From an optimization exercise on the open Yosys and OpenROAD flow, aimed at small area, a short achievable clock period and few clock cycles; shortcuts taken in it are not production practice. At most, simulation tests tie the RTL to the original design; equivalence was not proved.

==> 09-06 <==
// yasp_rx
module yasp_rx (
    input             clk,
    input             rst,
    input             req_valid,
    output            req_ready,
    input      [63:0] req_word,
    output reg        resp_valid,
    output reg  [3:0] resp_status,
    output reg [15:0] resp_value,
    output            hinv_valid,
    output      [7:0] hinv_slot,
    output      [7:0] hinv_href,
    output     [15:0] hinv_id,
    output     [15:0] hinv_poff,
    output     [15:0] hinv_plen,
    output reg        ntc_valid,
    output reg  [2:0] ntc_code,
    input             rx_we,
    input       [3:0] rx_waddr,
    input      [31:0] rx_wdata
);
Settings: LEC_CHECK=0, CAP_MARGIN=40, CORE_MARGIN=2, CORE_UTILIZATION=40, SLEW_MARGIN=30; clock period 10.0 ns.
run.sh (not shown) runs the stock make flow with config.mk's settings and CLKGATE_MAP_FILE= SYNTH_SCRIPT=/design/flow/synth_recipe.tcl, a recipe that flattens the netlist after the stock synthesis.
==> 03-26: changes against 09-06 <==
--- a/flow/design.v
+++ b/flow/design.v
@@ -81,27 +81,32 @@
     reg  [7:0] reg_href [0:7];
     reg  [3:0] reg_count;
     reg c_idle;       
     reg c_proc;       
     reg c_hinv;       
     reg c_ddone;      
     reg c_dlook;      
+    reg c_pchk;       
     reg ctx_disp;     
+    reg a_hi;         
+    reg b_hi;         
+    reg c_hi;         
     reg  [2:0] hslot;
     reg  [7:0] hhref;
     reg [15:0] hid;
     reg  [6:0] hpoff;
     reg  [6:0] hplen;
     reg  [5:0] ra;        
     reg  [2:0] rk;        
     reg [63:0] bq;        
     reg  [2:0] ek;        
-    reg  [6:0] wlen;      
+    reg  [6:0] pc;        
     reg  [6:0] fa;        
-    reg  [6:0] rem;       
+    reg  [6:0] rem5;      
+    reg  [3:0] c0sel;     
     reg  [5:0] flm4;      
     reg  [1:0] coff;      
     reg  [3:0] rcnt;      
     reg [31:0] crc;
     reg        f_found;
     reg  [2:0] f_slot;
     reg  [2:0] f_code;    
@@ -113,20 +118,30 @@
     reg  [5:0] p_plen;
     wire [7:0] B0 = bq[7:0];
     wire [7:0] B1 = bq[15:8];
     wire [7:0] B2 = bq[23:16];
     wire [7:0] B3 = bq[31:24];
     wire [7:0] B4 = bq[39:32];
     wire [15:0] hl       = {B1, B2};
-    wire        h_short  = rem < 7'd9;
+    wire        h_short  = rem5[6] || rem5 < 7'd4;       
     wire        h_nosync = B0 != SYNC_BYTE;
-    wire        h_incomp = (hl[15:7] != 9'd0) || ({1'b0, hl[6:0]} + 8'd5 > {1'b0, rem});
+    wire        h_incomp = (hl[15:7] != 9'd0) || (hl[6:0] > rem5);    
     wire        h_bad    = hl[6:2] == 5'd0;      
     wire        h_four   = hl[6:0] == 7'd4;
     wire [3:0]  h_nm2    = hl[5:2] - {3'd0, hl[1:0] == 2'd0} - 4'd1;    
+    wire        h_two    = (hl[6:0] > 7'd4) && (hl[6:0] < 7'd9);       
+    reg  [6:0]  h_cv2;
+    always @(*) begin
+        case (hl[1:0])
+            2'd1:    h_cv2 = fa + 7'd6;
+            2'd2:    h_cv2 = fa + 7'd7;
+            2'd3:    h_cv2 = fa + 7'd8;
+            default: h_cv2 = fa + 7'd9;
+        endcase
+    end
     wire [1:0] ro  = ra[1:0];
     wire [3:0] wa0 = ra[5:2];
     wire [3:0] wa1 = ra[5:2] + 4'd1;
     wire [3:0] wa2 = ra[5:2] + 4'd2;
     reg [7:0] lane_lo [0:3];
     reg [7:0] lane_hi [0:3];
     integer   ln;
@@ -141,23 +156,18 @@
             end
         end
     end
     wire [63:0] r8 = {lane_hi[ro + 2'd3], lane_hi[ro + 2'd2],
                       lane_hi[ro + 2'd1], lane_hi[ro],
                       lane_lo[ro + 2'd3], lane_lo[ro + 2'd2],
                       lane_lo[ro + 2'd1], lane_lo[ro]};
-    reg [31:0] c0_in;
-    always @(*) begin
-        case (hl[1:0])
-            2'd1:    c0_in = 32'hA32E2681 ^ {B1, 24'd0};
-            2'd2:    c0_in = 32'h9A1C9D90 ^ {B2, B1, 16'd0};
-            2'd3:    c0_in = 32'hF0958FD9 ^ {B3, B2, B1, 8'd0};
-            default: c0_in = ~{B4, B3, B2, B1};
-        endcase
-    end
+    wire [31:0] c0_in = ({32{c0sel[1]}} & (32'hA32E2681 ^ {B1, 24'd0})) |
+                        ({32{c0sel[2]}} & (32'h9A1C9D90 ^ {B2, B1, 16'd0})) |
+                        ({32{c0sel[3]}} & (32'hF0958FD9 ^ {B3, B2, B1, 8'd0})) |
+                        ({32{c0sel[0]}} & ~{B4, B3, B2, B1});
     reg [31:0] cw;
     always @(*) begin
         case (coff)
             2'd0:    cw = bq[31:0];
             2'd1:    cw = bq[39:8];
             2'd2:    cw = bq[47:16];
             default: cw = bq[55:24];
@@ -199,18 +209,14 @@
             OP_DISPATCH: legal = 1'b1;
             OP_HDONE:    legal = (op_a == 16'd0) && (op_b == 16'd0) && (op_c == 16'd0);
             default:     legal = 1'b0;
         endcase
         if (req_word[59:48] != 12'd0)
             legal = 1'b0;
     end
-    wire disp_rng = (op_c[15:7] != 9'd0) || (op_b[15:7] != 9'd0) ||
-                    ({1'b0, op_c[6:0]} + {1'b0, op_b[6:0]} > 8'd64);
-    wire proc_rng = (op_a[15:7] != 9'd0) || (op_b[15:7] != 9'd0) ||
-                    ({1'b0, op_a[6:0]} + {1'b0, op_b[6:0]} > 8'd64);
     assign req_ready  = c_idle | c_hinv;
     wire   accept     = req_valid & req_ready;
     assign hinv_valid = c_hinv;
     assign hinv_slot  = {5'd0, hslot};
     assign hinv_href  = hhref;
     assign hinv_id    = hid;
     assign hinv_poff  = {9'd0, hpoff};
@@ -221,14 +227,15 @@
         if (rx_we)
             rxw[rx_waddr] <= rx_wdata;
         if (c_idle && !reg_count[3]) begin
             reg_id[reg_count[2:0]]   <= op_a;
             reg_href[reg_count[2:0]] <= op_c[7:0];
         end
         bq <= r8;
+        c0sel <= 4'b0001 << r8[17:16];
         if (c_idle)
             bq[39:24] <= {op_a[7:0], op_a[15:8]};    
         if (inv_go) begin
             hid   <= reg_id[inv_slot];
             hhref <= reg_href[inv_slot];
         end
     end
@@ -271,116 +278,134 @@
                 f_slot  <= lk_slot;
                 f_code  <= OC_NONE;
                 if (h_short) begin
                     rk <= K_NONE; ek <= K_FIN;
                 end else if (h_nosync) begin
                     rk  <= K_SCAN; ek <= K_NONE;
                     ra  <= fa[5:0] + 6'd1;
-                    rem <= rem - 7'd1;
+                    pc   <= pc + 7'd1;
+                    rem5 <= rem5 - 7'd1;
                 end else if (h_incomp) begin
                     rk <= K_NONE; ek <= K_FIN;
                 end else if (h_bad) begin
                     rk <= K_NONE; ek <= K_FIN;
                     f_code <= OC_CORRUPT;
-                    rem <= 7'd0;
+                    pc   <= pc + rem5 + 7'd5;
+                    rem5 <= -7'd5;
                 end else if (h_four) begin
                     ek <= K_NONE;
                     rk <= K_CV;
                     ra <= fa[5:0] + 6'd5;
-                end else if (h_nm2 == 4'd0) begin
+                end else if (h_two) begin
                     rk <= K_CV;
-                    ra <= fa[5:0] + hl[5:0] + 6'd1;
+                    ra <= h_cv2[5:0];
                 end else begin
                     rk   <= K_CHK;
                     ra   <= ra + 6'd4;
                     rcnt <= h_nm2 - 4'd1;
                 end
             end
             K_CHK:
                 crc <= crc_next;
             K_FIN: begin
                 rk <= K_NONE; ek <= K_NONE;
             end
             K_CV:
                 if (cv_ok && f_found) begin
-                    fa  <= fa + {1'b0, flm4} + 7'd9;
-                    rem <= rem - {1'b0, flm4} - 7'd9;
+                    fa   <= fa + {1'b0, flm4} + 7'd9;
+                    pc   <= pc + {1'b0, flm4} + 7'd9;
+                    rem5 <= rem5 - {1'b0, flm4} - 7'd9;
                 end else begin
                     rk  <= K_NONE; ek <= K_NONE;
-                    rem <= 7'd0;
+                    pc   <= pc + rem5 + 7'd5;
+                    rem5 <= -7'd5;
                 end
             K_SCAN:
-                if (rem == 7'd0 || B0 == SYNC_BYTE) begin
+                if (rem5 == -7'd5 || B0 == SYNC_BYTE) begin
                     rk <= K_NONE; ek <= K_FIN;
                     f_code <= OC_NOSYNC;
                 end else begin
-                    rem <= rem - 7'd1;
+                    pc   <= pc + 7'd1;
+                    rem5 <= rem5 - 7'd1;
                 end
             default: ;
             endcase
         end
         if (c_idle) begin
             ra   <= op_a[5:0];
-            wlen <= op_b[6:0];
+            pc   <= 7'd0;
             fa   <= op_a[6:0];
-            rem  <= op_b[6:0];
+            rem5 <= op_b[6:0] - 7'd5;
         end
         if (rst) begin
             rk <= K_NONE;
             ek <= K_NONE;
             pv <= 1'b0;
         end
     end
+    wire proc_bad = a_hi | b_hi | ({1'b0, fa} + {1'b0, hplen} > 8'd64);
+    wire disp_bad = c_hi | b_hi | ({1'b0, hpoff} + {1'b0, hplen} > 8'd64);
     always @(posedge clk) begin
         resp_valid  <= 1'b0;
         ntc_valid   <= 1'b0;
         resp_status <= ST_OK;
         resp_value  <= 16'd0;
         if (c_idle) begin
             hpoff <= op_c[6:0];
             hplen <= op_b[6:0];
+            a_hi  <= op_a[15:7] != 9'd0;
+            b_hi  <= op_b[15:7] != 9'd0;
+            c_hi  <= op_c[15:7] != 9'd0;
             if (accept) begin
                 resp_valid <= 1'b1;
                 if (!legal) begin
                     resp_status <= ST_ILLEGAL;
                 end else begin
                     case (op)
                     OP_REGISTER:
                         if (reg_count[3]) begin
                             resp_status <= ST_REG_FULL;
                         end else begin
                             reg_count  <= reg_count + 4'd1;
                             resp_value <= {12'd0, reg_count};
                         end
-                    OP_PROCESS:
-                        if (proc_rng) begin
-                            resp_status <= ST_RANGE;
-                        end else begin
-                            resp_valid <= 1'b0;
-                            ctx_disp   <= 1'b0;
-                            c_idle     <= 1'b0;
-                            c_proc     <= 1'b1;
-                        end
-                    OP_DISPATCH:
-                        if (disp_rng) begin
-                            resp_status <= ST_RANGE;
-                        end else begin
-                            resp_valid <= 1'b0;
-                            c_idle     <= 1'b0;
-                            c_dlook    <= 1'b1;
-                        end
+                    OP_PROCESS: begin
+                        resp_valid <= 1'b0;
+                        ctx_disp   <= 1'b0;
+                        c_idle     <= 1'b0;
+                        c_proc     <= 1'b1;
+                        c_pchk     <= 1'b1;
+                    end
+                    OP_DISPATCH: begin
+                        resp_valid <= 1'b0;
+                        c_idle     <= 1'b0;
+                        c_dlook    <= 1'b1;
+                    end
                     default:
                         resp_status <= ST_STATE;
                     endcase
                 end
             end
         end
+        if (c_pchk) begin
+            c_pchk <= 1'b0;
+            if (proc_bad) begin
+                resp_valid  <= 1'b1;
+                resp_status <= ST_RANGE;
+                c_proc      <= 1'b0;
+                c_idle      <= 1'b1;
+            end
+        end
         if (c_dlook) begin
             c_dlook <= 1'b0;
-            if (lk_found) begin
+            if (disp_bad) begin
+                resp_valid  <= 1'b1;
+                resp_status <= ST_RANGE;
+                c_idle      <= 1'b1;
+            end else if (lk_found) begin
                 ctx_disp <= 1'b1;
                 hslot    <= lk_slot;
                 c_hinv   <= 1'b1;
             end else begin
                 resp_valid <= 1'b1;
                 c_idle     <= 1'b1;
             end
@@ -402,25 +427,25 @@
         if (c_ddone) begin
             resp_valid <= 1'b1;
             resp_value <= 16'd1;
             ctx_disp   <= 1'b0;
             c_ddone    <= 1'b0;
             c_idle     <= 1'b1;
         end
-        if (c_proc) begin
+        if (c_proc && !c_pchk) begin
             if (pv) begin
                 c_proc <= 1'b0;
                 if (!p_end) begin
                     hslot  <= p_slot;
                     hpoff  <= p_poff;
                     hplen  <= {1'b0, p_plen};
                     c_hinv <= 1'b1;
                 end else begin
                     resp_valid <= 1'b1;
-                    resp_value <= {9'd0, wlen - rem};
+                    resp_value <= {9'd0, pc};
                     ntc_valid  <= p_code != OC_NONE;
                     ntc_code   <= p_code;
                     c_idle     <= 1'b1;
                 end
             end else if (bypass) begin
                 c_proc <= 1'b0;
                 hslot  <= f_slot;
@@ -431,14 +456,15 @@
         end
         if (rst) begin
             c_idle     <= 1'b1;
             c_proc     <= 1'b0;
             c_hinv     <= 1'b0;
             c_ddone    <= 1'b0;
             c_dlook    <= 1'b0;
+            c_pchk     <= 1'b0;
             ctx_disp   <= 1'b0;
             resp_valid <= 1'b0;
             ntc_valid  <= 1'b0;
             reg_count  <= 4'd0;
         end
     end
 endmodule
==> flow/flow/run.sh (new file) <==
#!/bin/bash
set -euo pipefail
bash standard.sh SETUP_SLACK_MARGIN=6.3 finish > standard_flow.log 2>&1
==> flow/standard.sh (new file) <==
#!/bin/bash
# synth_recipe.tcl (not shown) runs the flow's synth.tcl, then flattens the netlist and writes it again
# the make line also repeats each setting of config.mk as NAME=value (left out here)
make -C /OpenROAD-flow-scripts/flow DESIGN_CONFIG=/design/flow/config.mk WORK_HOME=/design/flow/orfs CLKGATE_MAP_FILE= SYNTH_SCRIPT=/design/flow/synth_recipe.tcl "${@:-finish}"
==> flow/config.mk (replaced) <==
export PLATFORM = sky130hd
export DESIGN_NAME = yasp_rx
export DESIGN_NICKNAME = yasp_rx
export VERILOG_FILES = /design/flow/design.v
export SDC_FILE = /design/flow/constraint.sdc
export NUM_CORES = 4
export LEC_CHECK = 0
export CAP_MARGIN = 20
export CORE_MARGIN = 2
export CORE_UTILIZATION = 55
export SLEW_MARGIN = 20
removed: flow/run.sh
==> 05-25: changes against 09-06 <==
==> flow/flow/run.sh (new file) <==
#!/bin/bash
set -euo pipefail
bash standard.sh SETUP_SLACK_MARGIN=6.5 finish > standard_flow.log 2>&1
==> flow/standard.sh (new file) <==
#!/bin/bash
# synth_recipe.tcl (not shown) runs the flow's synth.tcl, then flattens the netlist and writes it again
# the make line also repeats each setting of config.mk as NAME=value (left out here)
make -C /OpenROAD-flow-scripts/flow DESIGN_CONFIG=/design/flow/config.mk WORK_HOME=/design/flow/orfs CLKGATE_MAP_FILE= SYNTH_SCRIPT=/design/flow/synth_recipe.tcl "${@:-finish}"
removed: flow/run.sh
==> flow_summary.ini <==
[yosys]
postSynthCellCount = 3717
synth.cell_area_sq_um = 53900

[run_status]
status = complete, no violations

[critical_path]
cp-start-kind = input pin
cp-endpoint = c_idle
crit_cells = 13

[hold_path]
hold_start = f_slot[2]

[die]
placeableCoreArea_sq_um = 134000
[end of results for 05-25]
==> flow_summary.ini <==
[hold_path]
hold_start = f_slot[1]

[yosys]
synth_top_family_by_area = multiplexers
postSynthCellCount = 3717
synth.cell_area_sq_um = 53900

[critical_path]
crit_cells = 11
path_class = reg -> reg
crit_buf_inv = 0
cp-endpoint = ra[1]

[pwr]
comb_power_uw = 2080
vdd_ir_drop_max_v = 0.000161
switching_share = 0.273

[finish]
nNonClkInverters = 83

[place]
dpl.hpwl_um = 111000

[route]
drtIter0Drc = 4438

[clocking]
cts_sinks = 934

[run_status]
status = complete, no violations
[end of results for 09-06]
==> flow_summary.ini <==
[die]
placeableCoreArea_sq_um = 96900
start_util = 0.556

[critical_path]
crit_cells = 10
cp-endpoint = c_proc
cp-start-kind = input pin

[timing]
final.period_utilization = 0.395
maxSlewHeadroom = 0.309

[yosys]
synth.cell_area_sq_um = 53800
postSynthCellCount = 3696

[clocking]
ctsHoldBuffers = 0
cts_resized = 247

[hold_path]
hold_start = p_code[2]

[run]
maxCapViolCount = 0

[run_status]
status = complete, no violations
[end of results for 03-26]
Testbench counts of 09-06, summed over its fixed seeds: cycles 17,944.
Testbench counts of 05-25, summed over its fixed seeds: cycles 17,944.
Only the layout flow was run in 03-26; the RTL was not checked for function there.

static timing again, ports no longer ideal:
Ports are ideal in the flow. The routed layouts listed here were re-timed in OpenROAD.
Step 1, drivers: a clkbuf_16 drives clk and a buf_2 each remaining input, both assumed.
Step 2 times the ports against the registers' clock, not the clock port: input delays grow and output delays shrink by t, the midpoint of the rising clock arrivals with the driver on.
Three values: ideal, step 1, step 2; two values: the first two.
| run | t, ns | slack for setup (ns) | hold WS [ns] | worst setup path after step 2 |
|---|---|---|---|---|
| 09-06 | 0.782 | 4.847 / 4.847 / 4.463 | 0.446 / 0.446 / 0.446 | input to register |
| 03-26 | 0.749 | 6.050 / 6.066 / 5.317 | 0.465 / 0.465 / 0.465 | input to register |
| 05-25 | 0.803 | 6.303 / 6.284 / 5.481 | 0.451 / 0.451 / 0.451 | input to register |
After both steps every run listed still meets setup and hold. The setup slack of 05-25, which loses most, moves by -0.019 ns with the drivers and by -0.822 ns with both steps.
